Background: an optimization exercise with open tools, aiming at small area, a short achievable clock period and few clock cycles. Do not read the settings as production practice.
Function was checked by simulation only, so behaviour that the tests miss may differ from the original.

==> 01-08 <==
==> flow/design.v <==
module wopr_fb (
    input  wire        clk,
    input  wire        rst,         
    input  wire        cmd_valid,
    output wire        cmd_ready,
    input  wire [63:0] cmd,
    output reg         rsp_valid,
    output wire [63:0] rsp
);
    localparam W = 96;
    localparam H = 8;
    localparam OP_NOP      = 8'h00;
    localparam OP_SETPIXEL = 8'h01;
    localparam OP_GETPIXEL = 8'h02;
    localparam OP_SHIFT    = 8'h03;
    localparam OP_REGIONOF = 8'h04;
    localparam OP_RUN      = 8'h10;
    localparam OP_HALT     = 8'h11;
    localparam OP_RDSTATUS = 8'h12;
    localparam M_NONE = 2'd0;    
    localparam M_FILL = 2'd1;    
    localparam M_STEP = 2'd2;    
    localparam M_MOD  = 2'd3;    
    reg [2:0]   errflags;    
    reg         run;
    reg         rst_q;
    reg         rdy;
    reg         hv;
    reg [63:0]  hc;
    assign cmd_ready = rdy;
    reg         p_v;         
    reg         p_first;     
    reg [1:0]   p_mode;
    reg [6:0]   p_x0, p_x1, p_w;
    reg [2:0]   p_y0, p_y1;
    reg         p_right;     
    reg         p_wrap;
    reg         p_val;       
    reg         p_neg;
    reg [6:0]   p_cnt;       
    reg [15:0]  p_s;         
    reg [6:0]   p_rem;       
    reg [2:0]   p_dcnt;      
    reg         p_modf;      
    reg [1:0]   p_st;
    reg [2:0]   p_a;
    reg         p_get, p_reg, p_rds, p_run, p_halt;
    reg [1:0]   r_st;
    reg         r_d0, r_d3, r_d8, r_d9, r_d10, r_d11, r_d12;
    reg [4:0]   r_dx;        
    assign rsp = {6'd0, r_st, 24'd0, 1'b0, r_dx, 2'd0, 8'd0,
                  3'd0, r_d12, r_d11, r_d10, r_d9, r_d8, 4'd0, r_d3, 2'd0, r_d0};
    wire [7:0]  op  = hc[63:56];
    wire [7:0]  a   = hc[55:48];
    wire [7:0]  cx  = hc[47:40];
    wire [7:0]  cy  = hc[39:32];
    wire [7:0]  cw  = hc[31:24];
    wire [7:0]  ch  = hc[23:16];
    wire [15:0] cs  = hc[15:0];
    wire z_a   = (a == 8'd0);
    wire z_a71 = (a[7:1] == 7'd0);
    wire z_xy  = (hc[47:32] == 16'd0);
    wire z_lo  = (hc[31:0] == 32'd0);
    wire is_nop  = (op == OP_NOP)      && z_a && z_xy && z_lo;
    wire is_set  = (op == OP_SETPIXEL) && z_a71 && z_lo;
    wire is_get  = (op == OP_GETPIXEL) && z_a && z_lo;
    wire is_sh   = (op == OP_SHIFT)    && z_a71;
    wire is_reg  = (op == OP_REGIONOF) && z_xy && z_lo;
    wire is_run  = (op == OP_RUN)      && z_a && z_xy && z_lo;
    wire is_halt = (op == OP_HALT)     && z_a && z_xy && z_lo;
    wire is_rds  = (op == OP_RDSTATUS) && z_a && z_xy && z_lo;
    wire legal   = is_nop | is_set | is_get | is_sh | is_reg | is_run | is_halt | is_rds;
    wire pix_in = (cx < W) && (cy < H);
    wire win_in = ({1'b0, cx} + {1'b0, cw} <= W) && ({1'b0, cy} + {1'b0, ch} <= H);
    wire reg_ok = (a < 8'd7);
    wire st_oob = (is_set | is_get) & !pix_in | is_sh & !win_in;
    wire st_unk = is_reg & !reg_ok;
    wire st_ill = !legal;
    wire [1:0] st = st_ill ? 2'd3 : st_unk ? 2'd2 : st_oob ? 2'd1 : 2'd0;
    wire        wrap   = a[0];
    wire        s_neg  = cs[15];
    wire [15:0] s_mag  = s_neg ? (16'd0 - cs) : cs;
    wire        s_big  = (s_mag >= {8'd0, cw});
    wire        sh_go  = is_sh && win_in && (cw != 8'd0) && (ch != 8'd0) && (cs != 16'd0);
    wire [6:0]  k      = s_mag[6:0];                     
    wire        flip   = wrap && ({k, 1'b0} > {1'b0, cw[6:0]});
    wire [6:0]  nstep  = flip ? (cw[6:0] - k) : k;
    wire        right0 = !s_neg ^ flip;
    wire        sh_clr = sh_go && !wrap && s_big;        
    wire        sh_mv  = sh_go && !s_big;                
    wire        sh_mod = sh_go && wrap && s_big;
    wire [6:0]  hx1    = cx[6:0] + cw[6:0] - 7'd1;
    wire [2:0]  hy1    = cy[2:0] + ch[2:0] - 3'd1;
    reg  [2:0]  dhi;
    integer t;
    always @(*) begin
        dhi = 3'd0;
        for (t = 1; t < 8; t = t + 1)
            if (s_mag[2*t +: 2] != 2'd0) dhi = t;
    end
    wire [15:0] s_al = s_mag << {(3'd7 - dhi), 1'b0};
    wire        set_ok = is_set && pix_in;
    wire [1:0]  d_mode = (set_ok || sh_clr) ? M_FILL :
                         sh_mv  ? M_STEP :
                         sh_mod ? M_MOD  : M_NONE;
    wire        d_multi = (sh_mv && nstep != 7'd1) || sh_mod;
    wire       e_fill  = p_v && (p_mode == M_FILL);
    wire       e_step  = p_v && (p_mode == M_STEP);
    wire       e_right = e_step && p_right;
    wire       e_left  = e_step && !p_right;
    wire       e_act   = e_fill || e_step;
    wire [5:0]  h0_eq, h0_gt, h1_eq, h1_lt;
    wire [15:0] l0_eq, l0_ge, l1_eq, l1_le;
    genvar c, r;
    generate
        for (c = 0; c < 6; c = c + 1) begin : g_hi
            assign h0_eq[c] = (p_x0[6:4] == c);
            assign h0_gt[c] = (p_x0[6:4] <  c);
            assign h1_eq[c] = (p_x1[6:4] == c);
            assign h1_lt[c] = (p_x1[6:4] >  c);
        end
        for (c = 0; c < 16; c = c + 1) begin : g_lo
            assign l0_eq[c] = (p_x0[3:0] == c);
            assign l0_ge[c] = (p_x0[3:0] <= c);
            assign l1_eq[c] = (p_x1[3:0] == c);
            assign l1_le[c] = (p_x1[3:0] >= c);
        end
    endgenerate
    wire [W-1:0] rd1h, sl, sr, sv, en;
    generate
        for (c = 0; c < W; c = c + 1) begin : g_col
            wire ge0 = h0_gt[c / 16] | h0_eq[c / 16] & l0_ge[c % 16];
            wire le1 = h1_lt[c / 16] | h1_eq[c / 16] & l1_le[c % 16];
            wire is0 = h0_eq[c / 16] & l0_eq[c % 16];
            wire is1 = h1_eq[c / 16] & l1_eq[c % 16];
            wire win = ge0 & le1;
            assign rd1h[c] = p_right ? is1 : is0;
            assign sl[c] = e_right & !is0;
            assign sr[c] = e_left  & !is1;
            assign sv[c] = e_fill | e_right & is0 | e_left & is1;
            assign en[c] = win;
        end
    endgenerate
    wire [H-1:0] fill_r;
    generate
        for (r = 0; r < H; r = r + 1) begin : g_row
            reg  [W-1:0] q;
            wire [W-1:0] pol = {(W/2){2'b10}};
            wire [W-1:0] pix = q ^ pol;
            assign fill_r[r] = |(pix & rd1h);
            wire act_r = e_act & (r >= p_y0) & (r <= p_y1);
            wire v_r   = e_fill ? p_val : (p_wrap & fill_r[r]);
            wire [W+1:0] ext = {1'b1, q, 1'b1};    
            integer j;
            always @(posedge clk)
                for (j = 0; j < W; j = j + 1)
                    if (act_r & en[j])
                        q[j] <= ~(sl[j] & ext[j] | sr[j] & ext[j + 2] |
                                  sv[j] & (v_r ^ ~pol[j]));
        end
    endgenerate
    reg [7:0] m_r;
    always @(*) begin
        m_r = {1'b0, p_rem};
        for (t = 0; t < 2; t = t + 1) begin
            m_r = {m_r[6:0], p_s[15 - t]};
            if (m_r >= {1'b0, p_w})
                m_r = m_r - {1'b0, p_w};
        end
    end
    wire       mf_flip  = ({p_rem, 1'b0} > {1'b0, p_w});
    wire [6:0] mf_steps = mf_flip ? (p_w - p_rem) : p_rem;
    wire p_last = (p_mode == M_NONE) || (p_mode == M_FILL) ||
                  (p_mode == M_STEP && p_cnt == 7'd1) ||
                  (p_mode == M_MOD && p_modf && p_rem == 7'd0);
    wire p_free = !p_v || p_last;
    wire xfer   = hv && p_free;
    wire hv_n   = (rdy && cmd_valid) || (hv && !xfer);
    wire pf_n   = rst_q ? 1'b1 : xfer ? !d_multi :
                  (!p_v || p_last) ? 1'b1 :
                  (p_mode == M_STEP) ? (p_cnt == 7'd2) : 1'b0;
    wire        pix = fill_r[p_y0];
    reg  [31:0] region;
    always @(*) begin
        case (p_a)
            3'd0:    region = {8'd0,  8'd0, 8'd24, 8'd8};
            3'd1:    region = {8'd24, 8'd0, 8'd12, 8'd8};
            3'd2:    region = {8'd36, 8'd0, 8'd4,  8'd8};
            3'd3:    region = {8'd40, 8'd0, 8'd24, 8'd8};
            3'd4:    region = {8'd64, 8'd0, 8'd12, 8'd8};
            3'd5:    region = {8'd76, 8'd0, 8'd4,  8'd8};
            default: region = {8'd80, 8'd0, 8'd16, 8'd8};
        endcase
    end
    wire [31:0] dreg = p_reg ? region : 32'd0;
    wire        ans  = p_v && p_first && !rst_q;
    wire hc_load = !hv || p_free;
    always @(posedge clk) begin
        rst_q <= rst;
        if (hc_load)
            hc <= cmd;
        if (rst) begin
            rdy       <= 1'b1;
            hv        <= 1'b0;
            rsp_valid <= 1'b0;
            errflags  <= 3'd0;
            run       <= 1'b1;
        end else begin
            hv        <= hv_n;
            rdy       <= !hv_n || pf_n;
            rsp_valid <= ans;
            if (ans) begin
                if (p_st == 2'd1) errflags[0] <= 1'b1;
                if (p_st == 2'd2) errflags[1] <= 1'b1;
                if (p_st == 2'd3) errflags[2] <= 1'b1;
                if (p_run)  run <= 1'b1;
                if (p_halt) run <= 1'b0;
            end
        end
        if (rst_q) begin
            p_v       <= 1'b1;
            p_first   <= 1'b0;
            p_mode    <= M_FILL;
            p_x0      <= 7'd0;
            p_x1      <= 7'd95;
            p_y0      <= 3'd0;
            p_y1      <= 3'd7;
            p_val     <= 1'b0;
            p_right   <= 1'b0;
        end else begin
            if (xfer) begin
                p_v     <= 1'b1;
                p_first <= 1'b1;
                p_mode  <= d_mode;
                p_x0    <= cx[6:0];
                p_x1    <= is_sh ? hx1 : cx[6:0];
                p_y0    <= cy[2:0];
                p_y1    <= is_sh ? hy1 : cy[2:0];
                p_val   <= a[0] && set_ok;
                p_right <= right0;
            end else begin
                p_first <= 1'b0;
                if (p_free)
                    p_v <= 1'b0;
                if (p_mode == M_MOD && p_modf) begin
                    p_mode  <= M_STEP;
                    p_right <= !p_neg ^ mf_flip;
                end
            end
        end
        if (xfer) begin
            p_w     <= cw[6:0];
            p_wrap  <= wrap;
            p_neg   <= s_neg;
        end
        p_st    <= st;
        p_a     <= a[2:0];
        p_get   <= is_get && pix_in;
        p_reg   <= is_reg && reg_ok;
        p_rds   <= is_rds;
        p_run   <= is_run;
        p_halt  <= is_halt;
        p_cnt   <= xfer ? nstep :
                   (p_mode == M_MOD && p_modf) ? mf_steps : p_cnt - 7'd1;
        p_s     <= xfer ? s_al : {p_s[13:0], 2'd0};
        p_rem   <= xfer ? 7'd0 : m_r[6:0];
        p_dcnt  <= xfer ? dhi  : p_dcnt - 3'd1;
        p_modf  <= !xfer && (p_dcnt == 3'd0);
        begin
            r_st  <= p_st;
            r_d0  <= (p_get && pix) || (p_rds && run);
            r_d3  <= dreg[3];
            r_d8  <= (p_rds && errflags[0]);
            r_d9  <= (p_rds && errflags[1]);
            r_d10 <= dreg[10] || (p_rds && errflags[2]);
            r_d11 <= dreg[11];
            r_d12 <= dreg[12];
            r_dx  <= dreg[30:26];
        end
    end
endmodule
==> flow/flow/run.sh <==
#!/bin/bash
# Own layout flow: the standard flow (standard.sh) with the standard
# synthesis unchanged, then the layout steps with
#   * the I/O port buffers as buf_2 cells instead of the default pick,
#   * clock tree synthesis without dummy balancing loads and with
#     sink clusters of up to 16 flip-flops within 150 um.
# Each step's full output goes to its own log file in this folder.
set -euo pipefail
bash standard.sh synth > synth.log 2>&1
bash standard.sh \
  "BUFFER_PORTS_ARGS=-buffer_cell sky130_fd_sc_hd__buf_2" \
  "CTS_ARGS=-sink_clustering_enable -repair_clock_nets -dont_use_dummy_load -sink_clustering_size 16 -sink_clustering_max_diameter 150" \
  finish > layout.log 2>&1
==> flow/standard.sh <==
#!/bin/bash
# synth_recipe.tcl (not shown) runs the flow's synth.tcl, then flattens the netlist and writes it again
# the make line also repeats each setting of config.mk as NAME=value (left out here)
make -C /OpenROAD-flow-scripts/flow DESIGN_CONFIG=/design/flow/config.mk WORK_HOME=/design/flow/orfs CLKGATE_MAP_FILE= SYNTH_SCRIPT=/design/flow/synth_recipe.tcl "${@:-finish}"
==> flow/config.mk <==
export PLATFORM = sky130hd
export DESIGN_NAME = wopr_fb
export DESIGN_NICKNAME = wopr_fb
export VERILOG_FILES = /design/flow/design.v
export SDC_FILE = /design/flow/constraint.sdc
export NUM_CORES = 4
export LEC_CHECK = 0
export CAP_MARGIN = 20
export CELL_PAD_IN_SITES_DETAIL_PLACEMENT = 3
export CELL_PAD_IN_SITES_GLOBAL_PLACEMENT = 6
export CORE_MARGIN = 2
export CORE_UTILIZATION = 20
export GPL_ROUTABILITY_DRIVEN = 1
export SLEW_MARGIN = 20
==> flow/constraint.sdc <==
create_clock -name core_clock -period 34.0 [get_ports {clk}]
set_input_delay 6.8000 -clock core_clock [delete_from_list [all_inputs] [get_ports {clk}]]
set_output_delay 6.8000 -clock core_clock [all_outputs]
set_load 0.01 [all_outputs]
==> 09-10: changes against 01-08 <==
--- a/flow/design.v
+++ b/flow/design.v
@@ -135,10 +135,10 @@
             wire is1 = h1_eq[c / 16] & l1_eq[c % 16];
             wire win = ge0 & le1;
             assign rd1h[c] = p_right ? is1 : is0;
-            assign sl[c] = e_right & !is0;
-            assign sr[c] = e_left  & !is1;
-            assign sv[c] = e_fill | e_right & is0 | e_left & is1;
-            assign en[c] = win;
+            assign sl[c] = e_right & win & !is0;
+            assign sr[c] = e_left  & win & !is1;
+            assign sv[c] = e_fill & win | e_right & is0 | e_left & is1;
+            assign en[c] = e_act & win;
         end
     endgenerate
     wire [H-1:0] fill_r;
@@ -148,7 +148,7 @@
             wire [W-1:0] pol = {(W/2){2'b10}};
             wire [W-1:0] pix = q ^ pol;
             assign fill_r[r] = |(pix & rd1h);
-            wire act_r = e_act & (r >= p_y0) & (r <= p_y1);
+            wire act_r = (r >= p_y0) & (r <= p_y1);
             wire v_r   = e_fill ? p_val : (p_wrap & fill_r[r]);
             wire [W+1:0] ext = {1'b1, q, 1'b1};    
             integer j;
@@ -252,21 +252,31 @@
             p_w     <= cw[6:0];
             p_wrap  <= wrap;
             p_neg   <= s_neg;
-        end
-        p_st    <= st;
-        p_a     <= a[2:0];
-        p_get   <= is_get && pix_in;
-        p_reg   <= is_reg && reg_ok;
-        p_rds   <= is_rds;
-        p_run   <= is_run;
-        p_halt  <= is_halt;
-        p_cnt   <= xfer ? nstep :
-                   (p_mode == M_MOD && p_modf) ? mf_steps : p_cnt - 7'd1;
-        p_s     <= xfer ? s_al : {p_s[13:0], 2'd0};
-        p_rem   <= xfer ? 7'd0 : m_r[6:0];
-        p_dcnt  <= xfer ? dhi  : p_dcnt - 3'd1;
-        p_modf  <= !xfer && (p_dcnt == 3'd0);
-        begin
+            p_cnt   <= nstep;
+            p_s     <= s_al;
+            p_rem   <= 7'd0;
+            p_dcnt  <= dhi;
+            p_modf  <= 1'b0;
+            p_st    <= st;
+            p_a     <= a[2:0];
+            p_get   <= is_get && pix_in;
+            p_reg   <= is_reg && reg_ok;
+            p_rds   <= is_rds;
+            p_run   <= is_run;
+            p_halt  <= is_halt;
+        end else if (p_mode == M_STEP) begin
+            p_cnt <= p_cnt - 7'd1;
+        end else if (p_mode == M_MOD) begin
+            if (!p_modf) begin
+                p_rem  <= m_r[6:0];
+                p_s    <= {p_s[13:0], 2'd0};
+                p_dcnt <= p_dcnt - 3'd1;
+                p_modf <= (p_dcnt == 3'd0);
+            end else begin
+                p_cnt <= mf_steps;
+            end
+        end
+        if (ans) begin
             r_st  <= p_st;
             r_d0  <= (p_get && pix) || (p_rds && run);
             r_d3  <= dreg[3];
==> flow/flow/run.sh (replaced) <==
#!/bin/bash
# Own layout flow: the standard flow (standard.sh) with the standard
# synthesis unchanged, then the layout steps with
#   * the I/O port buffers as buf_2 cells instead of the default pick,
#   * clock tree synthesis without dummy balancing loads.
# Each step's full output goes to its own log file in this folder.
set -euo pipefail
bash standard.sh synth > synth.log 2>&1
bash standard.sh \
  "BUFFER_PORTS_ARGS=-buffer_cell sky130_fd_sc_hd__buf_2" \
  "CTS_ARGS=-sink_clustering_enable -repair_clock_nets -dont_use_dummy_load" \
  finish > layout.log 2>&1
CELL_PAD_IN_SITES_DETAIL_PLACEMENT = 1   (was 3)
CELL_PAD_IN_SITES_GLOBAL_PLACEMENT = 2   (was 6)
CORE_UTILIZATION = 50   (was 20)
==> 06-22: changes against 01-08 <==
CELL_PAD_IN_SITES_DETAIL_PLACEMENT = 2   (was 3)
CELL_PAD_IN_SITES_GLOBAL_PLACEMENT = 5   (was 6)
CORE_UTILIZATION = 26   (was 20)
==> flow_metrics.tcl <==
set metrics [dict create \
    cts_buffers 70 \
    wl_met1_um 197000 \
    synth_sequential_area_ratio_pct 50.5 \
    status "timing/DRC/antenna clean" \
    initial_utilization_pct 20.1 \
    layout_commonest_cell "nor2_1" \
    rows 190 \
    hold_viol 0 \
    post-route-drc-count 0 \
    placed_cells 8660 \
    max_freq_ghz 0.124 \
    yosysTopAreaCellShare_pct 47.0 \
    grt_pass1_wl_um 628000 \
    regToRegSetupSlack_ns 26.49 \
    crit_family "flip-flops" \
    finalMaxSlewViolations 0 \
    cts_tree "done" \
    worst_slew_pin_slew_ns 1.39 \
    multi_input_area_share_pct 40.8 \
    wl_per_cell_um 55.9 \
    die_y_um 522 \
]
That was 01-08.
==> flow_metrics.tcl <==
set metrics [dict create \
    yosysTopAreaCellShare_pct 47.0 \
    hold_viol 0 \
    post-route-drc-count 0 \
    max_freq_ghz 0.125 \
    regToRegSetupSlack_ns 26.01 \
    die_y_um 458 \
    wl_per_cell_um 58.2 \
    cts_tree "done" \
    status "timing/DRC/antenna clean" \
    synth_sequential_area_ratio_pct 50.5 \
    multi_input_area_share_pct 41.5 \
]
That was 06-22.
==> flow_metrics.tcl <==
set metrics [dict create \
    status "stopped before the end" \
    haltStage "global routing" \
    toolErrorMsg "[ERROR GRT-0116] Global routing finished with congestion. Check the congestion regions in the DRC Viewer." \
    placed_cells 6667 \
    grt_pass1_wl_um 577000 \
    initial_utilization_pct 50.3 \
    cts_buffers 105 \
    busiest_layer "met2" \
    die_y_um 337 \
    synth_compound_area_share_pct 28.3 \
    synth_top_family_by_area "compound AO/OA/AOI/OAI gates" \
    yosysTopAreaCellShare_pct 48.1 \
    rows 122 \
    netlist_instances 5370 \
    synth_seq_cells 932 \
]
That was 09-10.
Testbench counts of 01-08, summed over its fixed seeds: cycles 32,029.
Testbench counts of 09-10, summed over its fixed seeds: cycles 32,029.
Testbench counts of 06-22, summed over its fixed seeds: cycles 32,029.

==> re-timing with driven ports <==
In the flow no input, the clock included, has a driving cell. The finished layouts below were timed again as built, in two steps. Step 1 sets driving cells, clkbuf_16 on the clock port and buf_2 on the other inputs (assumed; they add their load-dependent delay and slew). Step 2, shift: input delay + t, output delay - t, t = (earliest + latest rising clock arrival at the registers) / 2. This alone moves slack from input paths to output paths. Slacks: ideal / step 1 / step 2; pairs: ideal / step 1.
| run | t, ns | setup WS [ns] | worst hold slack (ns) | worst setup path after step 2 | clock arrival spread, ns |
|---|---|---|---|---|---|
| 01-08 | 0.853 | 25.957 / 25.853 / 26.487 | 0.422 / 0.422 / 0.422 | register to register | 0.053 / 0.053 |
| 06-22 | 0.842 | 25.993 / 25.895 / 26.005 | 0.428 / 0.428 / 0.428 | register to register | 0.067 / 0.067 |
After both steps setup and hold are still met in every run listed.
